Source: an optimization exercise on an open RTL-to-GDS flow (aim: small area, a short achievable clock period and few clock cycles). Production flows keep margins and buffers that such runs may drop.
RTL that was checked went through simulation tests only; none was proved equivalent to the original.
The flow treats the clock pin as an ideal source, which a real chip does not have.
No activity file was given, so power comes from the tool's default toggle rates.

==> module fpp, before the edit <==
module fpp (
    input  wire         clk,
    input  wire         rst,           
    input  wire         in_valid,
    output wire         in_ready,
    input  wire [2:0]   in_kind,
    input  wire [7:0]   in_data,
    output wire [3:0]   status,
    output wire [6:0]   rxlen,
    output wire [191:0] sb             
);
    localparam [2:0] K_START = 3'd0;
    localparam [2:0] K_BYTE  = 3'd1;
    localparam [2:0] K_END   = 3'd2;
    localparam [2:0] K_ERROR = 3'd3;
    localparam [1:0] P_NF  = 2'd0;    
    localparam [1:0] P_INC = 2'd1;    
    localparam [1:0] P_CHK = 2'd2;    
    localparam [1:0] P_OK  = 2'd3;    
    reg [6:0]   rxlen_r;     
    reg [3:0]   status_r;
    reg [191:0] sb_r;
    reg [191:0] cand;        
    reg         clr;         
    reg         clr_ld;      
    reg         rdy;         
    reg         pbv;         
    reg [7:0]   pbd;         
    reg [1:0]   pst;
    reg         pok;         
    reg         prev42;      
    reg [4:0]   j;           
    reg [7:0]   acc_lo;      
    reg         acc_cy;      
    reg [4:0]   acc_hi;      
    reg         hi_ok;       
    assign in_ready = rdy;
    wire go      = in_valid & rdy;
    wire a_start = go & (in_kind == K_START);
    wire a_byte  = go & (in_kind == K_BYTE);
    wire a_end   = go & (in_kind == K_END);
    wire a_error = go & (in_kind == K_ERROR);
    wire a_parse = go & in_kind[2];
    wire infr  = (pst == P_INC);
    wire shift = clr | (pbv & infr & (j >= 5'd4) & (j < 5'd28));
    always @(posedge clk)
        if (shift)
            cand <= {cand[183:0], pbd & {8{~clr}}};
    wire load = clr_ld | (in_valid & in_kind[2] & pok);
    integer k;
    always @(posedge clk)
        if (load)
            for (k = 0; k < 12; k = k + 1)
                sb_r[16*k +: 16] <= cand[191 - 16*k -: 16];
    reg [1:0] pst_n;
    always @* begin
        pst_n = pst;
        if (pbv) begin
            if (pst == P_NF && prev42 && pbd == 8'h4D)
                pst_n = P_INC;
            if (pst == P_INC && j == 5'd31)
                pst_n = (hi_ok && acc_lo == pbd) ? P_OK : P_CHK;
        end
        if (a_start || a_error)
            pst_n = P_NF;
    end
    always @(posedge clk) begin
        acc_hi <= acc_hi + {4'd0, acc_cy};
        acc_cy <= 1'b0;
        if (pbv) begin
            prev42 <= (pbd == 8'h42);
            if (pst == P_NF) begin
                acc_lo <= 8'h8F;         
                acc_hi <= 5'd0;
            end else begin
                if (j < 5'd30)
                    {acc_cy, acc_lo} <= {1'b0, acc_lo} + {1'b0, pbd};
                if (j == 5'd30)
                    hi_ok <= ({3'd0, acc_hi + {4'd0, acc_cy}} == pbd);
            end
        end
        if (a_start)
            prev42 <= 1'b0;
    end
    always @(posedge clk) begin
        pbd <= in_data;
        if (rst) begin
            clr      <= 1'b1;
            clr_ld   <= 1'b0;
            rdy      <= 1'b0;
            j        <= 5'd0;
            rxlen_r  <= 7'd0;
            status_r <= 4'd0;
            pbv      <= 1'b0;
            pst      <= P_NF;
            pok      <= 1'b0;
        end else if (clr) begin
            j      <= j + 5'd1;
            clr_ld <= (j == 5'd23);
            if (clr_ld) begin
                clr <= 1'b0;
                rdy <= 1'b1;
            end
        end else begin
            pbv <= a_byte & ~rxlen_r[6] & ~(pbv & (rxlen_r == 7'd63));
            rxlen_r <= rxlen_r + {6'd0, pbv};
            pst <= pst_n;
            pok <= (pst_n == P_OK);
            if (pbv)
                j <= (pst == P_NF) ? 5'd2 : j + 5'd1;
            if (a_start)
                rxlen_r <= 7'd0;
            if (a_end)
                status_r <= 4'd0;
            if (a_error) begin
                rxlen_r  <= 7'd0;
                status_r <= 4'd8;
            end
            if (a_parse)
                case (pst)
                    P_NF:    status_r <= 4'd4;
                    P_INC:   status_r <= 4'd5;
                    P_CHK:   status_r <= 4'd3;
                    default: status_r <= 4'd0;
                endcase
        end
    end
    assign status = status_r;
    assign rxlen  = rxlen_r;
    assign sb     = sb_r;
endmodule
clock: 6.0 ns
lec_check: 0
cap_margin: 20
core_margin: 2
core_utilization: 55
setup_slack_margin: 3.75
slew_margin: 20
standard.sh (not shown) runs the stock make flow with config.mk's settings and CLKGATE_MAP_FILE= SYNTH_SCRIPT=/design/flow/synth_recipe.tcl, a recipe that flattens the netlist after the stock synthesis.
==> flow/flow/run.sh <==
#!/bin/bash
# The standard layout (standard.sh) with these changes:
#  - the port buffers are buf_1 cells instead of the slow delay cells that
#    buffer_ports picks by default;
#  - the clock tree uses larger sink clusters of clkbuf_16 (fewer buffers);
#  - after CTS, the clock port drives the tree's second level directly and
#    the root buffer is removed (clk_root.tcl), and each second-level
#    buffer is split in two, each half near its loads (clk_split.tcl): the
#    port drives 4 buffers, and every register still has the same number
#    of buffers on its clock path.
# Each step writes its full output to a log file of its own here.
set -euo pipefail
export BUFFER_PORTS_ARGS="-buffer_cell sky130_fd_sc_hd__buf_1"
export CTS_ARGS="-sink_clustering_enable -repair_clock_nets -buf_list sky130_fd_sc_hd__clkbuf_16 -sink_clustering_size 20 -sink_clustering_max_diameter 100 -sink_buffer_max_cap_derate 1.0"
bash standard.sh cts > make_to_cts.log 2>&1
R=orfs/results/${FLOW_PLATFORM}/fpp/base
ODB_IN=$R/4_1_cts.odb ODB_OUT=$R/4_1_cts.odb openroad -no_init -exit flow/clk_root.tcl > clk_root.log 2>&1
ODB_IN=$R/4_1_cts.odb ODB_OUT=$R/4_1_cts.odb openroad -no_init -exit flow/clk_split.tcl > clk_split.log 2>&1
cp $R/4_1_cts.odb $R/4_cts.odb
bash standard.sh finish > make_finish.log 2>&1
Other scripts of this flow, unchanged in this note and not shown: flow/flow/clk_root.tcl, flow/flow/clk_split.tcl
The first run completed without violations.
Testbench counts at the start, summed over its fixed seeds: cycles 15,751.
Then changed:
--- a/flow/design.v
+++ b/flow/design.v
@@ -22,7 +22,7 @@
     reg [191:0] sb_r;
     reg [191:0] cand;        
     reg         clr;         
-    reg         clr_ld;      
+    reg         ldp;         
     reg         rdy;         
     reg         pbv;         
     reg [7:0]   pbd;         
@@ -46,7 +46,7 @@
     always @(posedge clk)
         if (shift)
             cand <= {cand[183:0], pbd & {8{~clr}}};
-    wire load = clr_ld | (in_valid & in_kind[2] & pok);
+    wire load = ldp;
     integer k;
     always @(posedge clk)
         if (load)
@@ -86,7 +86,7 @@
         pbd <= in_data;
         if (rst) begin
             clr      <= 1'b1;
-            clr_ld   <= 1'b0;
+            ldp      <= 1'b0;
             rdy      <= 1'b0;
             j        <= 5'd0;
             rxlen_r  <= 7'd0;
@@ -95,13 +95,15 @@
             pst      <= P_NF;
             pok      <= 1'b0;
         end else if (clr) begin
-            j      <= j + 5'd1;
-            clr_ld <= (j == 5'd23);
-            if (clr_ld) begin
+            j   <= j + 5'd1;
+            ldp <= (j == 5'd23);
+            if (ldp) begin
                 clr <= 1'b0;
                 rdy <= 1'b1;
             end
         end else begin
+            ldp <= a_parse & pok;
+            rdy <= ~(a_parse & pok);
             pbv <= a_byte & ~rxlen_r[6] & ~(pbv & (rxlen_r == 7'd63));
             rxlen_r <= rxlen_r + {6'd0, pbv};
             pst <= pst_n;
What happened: Maximum frequency grows by 3.3%. Cell area shrinks by 0.42%. Power hardly moves. Via count shrinks by 1.7%. Worst setup slack is better by 0.071 ns. Global-route usage shrinks by 0.40 points. Clock-buffer cell count stays the same. Routed wire length shrinks by 2.6%. Die area does not change. Core utilization shrinks by 0.27 points.
Testbench counts after the change, summed over its fixed seeds: cycles 15,968.

========
fpp, a different RTL version from the one above (not shown whole).
Size: about 650 cells after synthesis, ~430 flip-flops, about 220 I/O pins, about 14,000 µm² of cells after synthesis.
==> module fpp, before the edit <==
module fpp (
    input  wire         clk,
    input  wire         rst,           
    input  wire         in_valid,
    output wire         in_ready,
    input  wire [2:0]   in_kind,
    input  wire [7:0]   in_data,
    output wire [3:0]   status,
    output wire [6:0]   rxlen,
    output wire [191:0] sb             
);
    localparam [2:0] K_START = 3'd0;
    localparam [2:0] K_BYTE  = 3'd1;
    localparam [2:0] K_END   = 3'd2;
    localparam [2:0] K_ERROR = 3'd3;
    localparam [1:0] P_NF  = 2'd0;    
    localparam [1:0] P_INC = 2'd1;    
    localparam [1:0] P_CHK = 2'd2;    
    localparam [1:0] P_OK  = 2'd3;    
    reg [6:0]   rxlen_r;     
    reg [3:0]   status_r;
    reg [191:0] sb_r;
    reg [191:0] cand;        
    reg         clr;         
    reg         ldp;         
    reg         rdy;         
    reg         pbv;         
    reg [7:0]   pbd;         
    reg         shv;         
    reg [1:0]   pst;
    reg         pok;         
    reg         prev42;      
    reg [4:0]   j;           
    reg [7:0]   acc_lo;      
    reg         acc_cy;      
    reg [4:0]   acc_hi;      
    reg         hi_ok;       
    assign in_ready = rdy;
    wire go      = in_valid & rdy;
    wire a_start = go & (in_kind == K_START);
    wire a_byte  = go & (in_kind == K_BYTE);
    wire a_end   = go & (in_kind == K_END);
    wire a_error = go & (in_kind == K_ERROR);
    wire a_parse = go & in_kind[2];
    wire keep    = a_byte & ~rxlen_r[6] & ~(pbv & (rxlen_r == 7'd63));
    wire shift = clr | shv;
    always @(posedge clk)
        if (shift)
            cand <= {cand[183:0], pbd & {8{~clr}}};
    wire load = ldp;
    integer k;
    always @(posedge clk)
        if (load)
            for (k = 0; k < 12; k = k + 1)
                sb_r[16*k +: 16] <= cand[191 - 16*k -: 16];
    reg [1:0] pst_n;
    reg [4:0] j_n;
    always @* begin
        pst_n = pst;
        j_n   = j;
        if (pbv) begin
            j_n = (pst == P_NF) ? 5'd2 : j + 5'd1;
            if (pst == P_NF && prev42 && pbd == 8'h4D)
                pst_n = P_INC;
            if (pst == P_INC && j == 5'd31)
                pst_n = (hi_ok && acc_lo == pbd) ? P_OK : P_CHK;
        end
        if (a_start || a_error)
            pst_n = P_NF;
    end
    always @(posedge clk) begin
        acc_hi <= acc_hi + {4'd0, acc_cy};
        acc_cy <= 1'b0;
        if (pbv) begin
            prev42 <= (pbd == 8'h42);
            if (pst == P_NF) begin
                acc_lo <= 8'h8F;         
                acc_hi <= 5'd0;
            end else begin
                if (j < 5'd30)
                    {acc_cy, acc_lo} <= {1'b0, acc_lo} + {1'b0, pbd};
                if (j == 5'd30)
                    hi_ok <= ({3'd0, acc_hi + {4'd0, acc_cy}} == pbd);
            end
        end
        if (a_start)
            prev42 <= 1'b0;
    end
    always @(posedge clk) begin
        pbd <= in_data;
        if (rst) begin
            clr      <= 1'b1;
            ldp      <= 1'b0;
            rdy      <= 1'b0;
            j        <= 5'd0;
            rxlen_r  <= 7'd0;
            status_r <= 4'd0;
            pbv      <= 1'b0;
            shv      <= 1'b0;
            pst      <= P_NF;
            pok      <= 1'b0;
        end else if (clr) begin
            j   <= j + 5'd1;
            ldp <= (j == 5'd23);
            if (ldp) begin
                clr <= 1'b0;
                rdy <= 1'b1;
            end
        end else begin
            ldp <= a_parse & pok;
            rdy <= ~(a_parse & pok);
            pbv <= keep;
            rxlen_r <= rxlen_r + {6'd0, pbv};
            pst <= pst_n;
            pok <= (pst_n == P_OK);
            j   <= j_n;
            shv <= keep & (pst_n == P_INC) & (j_n >= 5'd4) & (j_n < 5'd28);
            if (a_start)
                rxlen_r <= 7'd0;
            if (a_end)
                status_r <= 4'd0;
            if (a_error) begin
                rxlen_r  <= 7'd0;
                status_r <= 4'd8;
            end
            if (a_parse)
                case (pst)
                    P_NF:    status_r <= 4'd4;
                    P_INC:   status_r <= 4'd5;
                    P_CHK:   status_r <= 4'd3;
                    default: status_r <= 4'd0;
                endcase
        end
    end
    assign status = status_r;
    assign rxlen  = rxlen_r;
    assign sb     = sb_r;
endmodule
==> flow/config.mk <==
export PLATFORM = sky130hd
export DESIGN_NAME = fpp
export DESIGN_NICKNAME = fpp
export VERILOG_FILES = /design/flow/design.v
export SDC_FILE = /design/flow/constraint.sdc
export NUM_CORES = 4
export LEC_CHECK = 0
export CAP_MARGIN = 20
export CORE_MARGIN = 2
export CORE_UTILIZATION = 55
export SETUP_SLACK_MARGIN = 3.75
export SLEW_MARGIN = 20
==> flow/constraint.sdc <==
create_clock -name core_clock -period 6.0 [get_ports {clk}]
set_input_delay 1.2000 -clock core_clock [delete_from_list [all_inputs] [get_ports {clk}]]
set_output_delay 1.2000 -clock core_clock [all_outputs]
set_load 0.01 [all_outputs]
==> flow/flow/run.sh <==
#!/bin/bash
# The standard layout (standard.sh) with these changes:
#  - the port buffers are buf_1 cells instead of the slow delay cells that
#    buffer_ports picks by default;
#  - the clock tree uses larger sink clusters of clkbuf_16 (fewer buffers);
#  - after CTS, the clock port drives the tree's second level directly and
#    the root buffer is removed (clk_root.tcl), and each second-level
#    buffer is split in two, each half near its loads (clk_split.tcl): the
#    port drives 4 buffers, and every register still has the same number
#    of buffers on its clock path.
# Each step writes its full output to a log file of its own here.
set -euo pipefail
export BUFFER_PORTS_ARGS="-buffer_cell sky130_fd_sc_hd__buf_1"
export CTS_ARGS="-sink_clustering_enable -repair_clock_nets -buf_list sky130_fd_sc_hd__clkbuf_16 -sink_clustering_size 25 -sink_clustering_max_diameter 100 -sink_buffer_max_cap_derate 1.0"
bash standard.sh cts > make_to_cts.log 2>&1
R=orfs/results/${FLOW_PLATFORM}/fpp/base
ODB_IN=$R/4_1_cts.odb ODB_OUT=$R/4_1_cts.odb openroad -no_init -exit flow/clk_root.tcl > clk_root.log 2>&1
ODB_IN=$R/4_1_cts.odb ODB_OUT=$R/4_1_cts.odb openroad -no_init -exit flow/clk_split.tcl > clk_split.log 2>&1
cp $R/4_1_cts.odb $R/4_cts.odb
bash standard.sh finish > make_finish.log 2>&1
Other scripts of this flow, unchanged in this note and not shown: flow/flow/clk_root.tcl, flow/flow/clk_split.tcl
Change:
--- a/flow/design.v
+++ b/flow/design.v
@@ -19,17 +19,16 @@
     localparam [1:0] P_OK  = 2'd3;    
     reg [6:0]   rxlen_r;     
     reg [3:0]   status_r;
     reg [191:0] sb_r;
     reg [191:0] cand;        
     reg         clr;         
-    reg         ldp;         
+    reg         clr_ld;      
     reg         rdy;         
     reg         pbv;         
     reg [7:0]   pbd;         
-    reg         shv;         
     reg [1:0]   pst;
     reg         pok;         
     reg         prev42;      
     reg [4:0]   j;           
     reg [7:0]   acc_lo;      
     reg         acc_cy;      
@@ -39,30 +38,27 @@
     wire go      = in_valid & rdy;
     wire a_start = go & (in_kind == K_START);
     wire a_byte  = go & (in_kind == K_BYTE);
     wire a_end   = go & (in_kind == K_END);
     wire a_error = go & (in_kind == K_ERROR);
     wire a_parse = go & in_kind[2];
-    wire keep    = a_byte & ~rxlen_r[6] & ~(pbv & (rxlen_r == 7'd63));
-    wire shift = clr | shv;
+    wire infr  = (pst == P_INC);
+    wire shift = clr | (pbv & infr & (j >= 5'd4) & (j < 5'd28));
     always @(posedge clk)
         if (shift)
             cand <= {cand[183:0], pbd & {8{~clr}}};
-    wire load = ldp;
+    wire load = clr_ld | (in_valid & in_kind[2] & pok);
     integer k;
     always @(posedge clk)
         if (load)
             for (k = 0; k < 12; k = k + 1)
                 sb_r[16*k +: 16] <= cand[191 - 16*k -: 16];
     reg [1:0] pst_n;
-    reg [4:0] j_n;
     always @* begin
         pst_n = pst;
-        j_n   = j;
         if (pbv) begin
-            j_n = (pst == P_NF) ? 5'd2 : j + 5'd1;
             if (pst == P_NF && prev42 && pbd == 8'h4D)
                 pst_n = P_INC;
             if (pst == P_INC && j == 5'd31)
                 pst_n = (hi_ok && acc_lo == pbd) ? P_OK : P_CHK;
         end
         if (a_start || a_error)
@@ -87,37 +83,34 @@
             prev42 <= 1'b0;
     end
     always @(posedge clk) begin
         pbd <= in_data;
         if (rst) begin
             clr      <= 1'b1;
-            ldp      <= 1'b0;
+            clr_ld   <= 1'b0;
             rdy      <= 1'b0;
             j        <= 5'd0;
             rxlen_r  <= 7'd0;
             status_r <= 4'd0;
             pbv      <= 1'b0;
-            shv      <= 1'b0;
             pst      <= P_NF;
             pok      <= 1'b0;
         end else if (clr) begin
-            j   <= j + 5'd1;
-            ldp <= (j == 5'd23);
-            if (ldp) begin
+            j      <= j + 5'd1;
+            clr_ld <= (j == 5'd23);
+            if (clr_ld) begin
                 clr <= 1'b0;
                 rdy <= 1'b1;
             end
         end else begin
-            ldp <= a_parse & pok;
-            rdy <= ~(a_parse & pok);
-            pbv <= keep;
+            pbv <= a_byte & ~rxlen_r[6] & ~(pbv & (rxlen_r == 7'd63));
             rxlen_r <= rxlen_r + {6'd0, pbv};
             pst <= pst_n;
             pok <= (pst_n == P_OK);
-            j   <= j_n;
-            shv <= keep & (pst_n == P_INC) & (j_n >= 5'd4) & (j_n < 5'd28);
+            if (pbv)
+                j <= (pst == P_NF) ? 5'd2 : j + 5'd1;
             if (a_start)
                 rxlen_r <= 7'd0;
             if (a_end)
                 status_r <= 4'd0;
             if (a_error) begin
                 rxlen_r  <= 7'd0;
What happened: Die area goes down by 0.48%; via count goes up by 0.47%; routed wire length goes up by 1.8%; area after synthesis goes down by 0.49%; total power stays flat.
Testbench counts after the change, summed over its fixed seeds: cycles 15,751.
No functional check of the RTL was part of the first run of this note.

-- what the ideal ports hide --
The flow's constraints put no driver on any port. The routed layouts listed below were extracted and timed again, unchanged, in two steps.
Step 1 assumes that a clkbuf_16 drives the clock port and a buf_2 every other input.
Step 2 also shifts input and output timing later by t, the mid clock arrival at the registers, as if the neighbouring blocks saw the same clock.
Slacks: ideal ports / drivers / drivers and shift; pairs: ideal ports / drivers.
run | shift t [ns] | setup slack, ns | worst hold slack (ns) | worst setup path at the end
the first run of note 1 | 0.422 | 3.813 / 3.786 / 3.458 | 0.420 / 0.420 / 0.420 | input to register
the second run of note 1 | 0.418 | 3.884 / 3.787 / 3.650 | 0.425 / 0.425 / 0.425 | input to register
the first run of note 2 | 0.417 | 3.810 / 3.763 / 3.469 | 0.425 / 0.425 / 0.425 | input to register
the second run of note 2 | 0.418 | 3.808 / 3.786 / 3.464 | 0.426 / 0.426 / 0.426 | input to register
After both steps setup and hold are still met in every run listed. The setup slack of the first run of note 1, which loses most, moves by -0.027 ns with the drivers and by -0.355 ns with both steps.
